Source: an optimization exercise on an open RTL-to-GDS flow (aim: small area). Production flows keep margins and buffers that such runs may drop. The RTL was checked by simulation tests, not by an equivalence proof against the original design. Power and IR drop assume default switching activity.

Setup of run 1:
==> flow/design.v (excerpt) <==
module ulpdac_rb (
    input  wire        clk,
    input  wire        rst,
    input  wire        h_valid,
    input  wire [2:0]  h_op,
    input  wire [15:0] h_addr,
    input  wire [31:0] h_wdata,
    output reg         h_rvalid,
    output reg  [31:0] h_rdata,
    output reg         im_re,
    output reg  [10:0] im_addr,
    input  wire [31:0] im_rdata,
    output reg         hm_re,
    output reg         hm_we,
    output reg  [10:0] hm_addr,
    output reg  [31:0] hm_wdata,
    input  wire [31:0] hm_rdata,
    output reg  [7:0]  dac_out,
    output reg         dac_strobe
);
Size: ~1300 cells after synthesis, ~140 flip-flops, about 220 I/O pins, ~9900 um^2 of cells after synthesis.
export LEC_CHECK = 0
export CAP_MARGIN = 20
export CORE_MARGIN = 2
export CORE_UTILIZATION = 40
export GPL_TIMING_DRIVEN = 0
export PLACE_DENSITY = 0.6
export SLEW_MARGIN = 20
create_clock -name core_clock -period 12.0 [get_ports {clk}]
standard.sh (not shown) runs the stock make flow with config.mk's settings and CLKGATE_MAP_FILE= SYNTH_SCRIPT=/design/flow/synth_recipe.tcl, a recipe that flattens the netlist after the stock synthesis.
==> flow/flow/run.sh <==
#!/bin/bash
# The standard layout (standard.sh), with these changes:
#  - synthesis maps the logic with an area-oriented ABC script (flow/abc_area.script)
#    instead of ORFS's speed script, and leaves adders to ABC (no ADDER_MAP_FILE);
#    everything else in synthesis is the standard flow's own (synth_recipe.tcl, ORFS synth.tcl);
#  - no pass-through buffers in synthesis (the port buffers take their place);
#  - the port buffers that global placement inserts are sky130_fd_sc_hd__buf_1;
#  - CTS without dummy loads, with the clock buffers listed below.
# Each tool's output is in orfs/logs/; make's output in standard.log.
set -euo pipefail
HERE=$(pwd)
awk -v a="$HERE/flow/abc_area.script" '{print} /source .*synth_preamble.tcl/ {print "set abc_args [lreplace $abc_args 1 1 " a "]"}' \
    "$FLOW_HOME/scripts/synth.tcl" > my_synth.tcl
sed "s|source \$::env(SCRIPTS_DIR)/synth.tcl|source $HERE/my_synth.tcl|" synth_recipe.tcl > my_synth_recipe.tcl
grep -q "my_synth.tcl" my_synth_recipe.tcl
sed -e "s|SYNTH_SCRIPT=[^ ]*|SYNTH_SCRIPT=$HERE/my_synth_recipe.tcl ADDER_MAP_FILE= SYNTH_INSBUF=0|" standard.sh > my_standard.sh
grep -q "my_synth_recipe.tcl ADDER_MAP_FILE= " my_standard.sh
export BUFFER_PORTS_ARGS="-buffer_cell sky130_fd_sc_hd__buf_1"
export CTS_ARGS="-sink_clustering_enable -repair_clock_nets -dont_use_dummy_load -buf_list sky130_fd_sc_hd__clkbuf_8 -sink_clustering_size 20 -sink_clustering_max_diameter 200"
bash my_standard.sh > standard.log 2>&1
==> flow/flow/abc_area.script <==
strash
dch -f
amap
strash
dch -f
amap
topo
Here is what was changed in the inputs of run 2 compared with run 1.
Settings: CORE_UTILIZATION: 40 -> 55; PLACE_DENSITY: 0.6 -> 0.75.
diff --git a/flow/flow/run.sh b/flow/flow/run.sh
--- a/flow/flow/run.sh
+++ b/flow/flow/run.sh
@@ -18,3 +18,3 @@
 export BUFFER_PORTS_ARGS="-buffer_cell sky130_fd_sc_hd__buf_1"
-export CTS_ARGS="-sink_clustering_enable -repair_clock_nets -dont_use_dummy_load -buf_list sky130_fd_sc_hd__clkbuf_8 -sink_clustering_size 20 -sink_clustering_max_diameter 200"
+export CTS_ARGS="-sink_clustering_enable -repair_clock_nets -dont_use_dummy_load -buf_list sky130_fd_sc_hd__clkbuf_8"
 bash my_standard.sh > standard.log 2>&1
==> flow/flow/abc_area.script <==
strash
&get -n
&deepsyn -T 120
&put
dch -f
amap
strash
dch -f
amap
strash
dch -f
amap
strash
dch -f
amap
topo
Findings:
Compared with run 1, in run 2 proportion of cell area occupied by registers up 1.4 points; final-layout non-clock buffer area share went down; quantity of gates resized following cts now larger.
The higher buffers plus inverters on the worst setup path of run 1 and run 2 is in run 2.
The wire length of run 2 and that of run 1 are within noise of each other.
Compared with run 1, in run 2 worst clock skew level; detailed placer's ending HPWL down about 2.7%.
In the metrics for run 1 and run 2, the one carrying the higher simple-gate share of the synthesized area is run 2.
Relative to run 2, the following input files were edited for run 3:
Settings: PLACE_DENSITY: 0.75 -> 0.6; CORE_UTILIZATION: 55 -> 40.
## What came out
- On number of cell rows: between run 2 and run 3, it ends up lower for run 2.
- Compared with run 2, peak ir drop on the vdd network in run 3 decreased by more than a quarter.
- Run 3 against run 2: post-route non-filler standard cell count now sits higher; post-route worst setup slack saw an increase.
- Going from run 2 to run 3, via count went down about 3.4%; area enclosed by the die boundary went up about 36%; clock period minus worst slack went down 0.10 ns; clock share of power went down 0.3 points.
- For the maximum fanout along the worst path, run 3 came in 4 lower than run 2 did.

-- port drivers added, routing unchanged --
No port has a modelled driver above. Below, the same layouts with a new extraction and two added sets of constraints.
Step 1 (the two cells are an assumption about what drives the block):
set clk [get_ports {clk}]
set_driving_cell -lib_cell sky130_fd_sc_hd__clkbuf_16 $clk
set_driving_cell -lib_cell sky130_fd_sc_hd__buf_2 [delete_from_list [all_inputs] $clk]
Step 2 moves the port delays by t, midway between the first and last clock arrival at a register: inputs arrive t later, outputs are due t later. That takes back most of the time a late clock gives input paths.
Three values: no drivers, after step 1, after step 2; two values: the first two.
run	shift t [ns]	slack for setup (ns)	hold slack, ns	worst setup path at the end	pins driven straight from the clock port
run 1	0.490	0.580 / 0.550 / 0.550	0.487 / 0.487 / 0.487	input to output	1
run 2	0.504	0.288 / 0.265 / 0.265	0.471 / 0.471 / 0.471	input to output	1
run 3	0.502	0.392 / 0.363 / 0.363	0.481 / 0.481 / 0.481	input to output	1
After both steps every run listed still meets setup and hold. The setup slack of run 1, which loses most, moves by -0.030 ns with the drivers and by -0.030 ns with both steps.
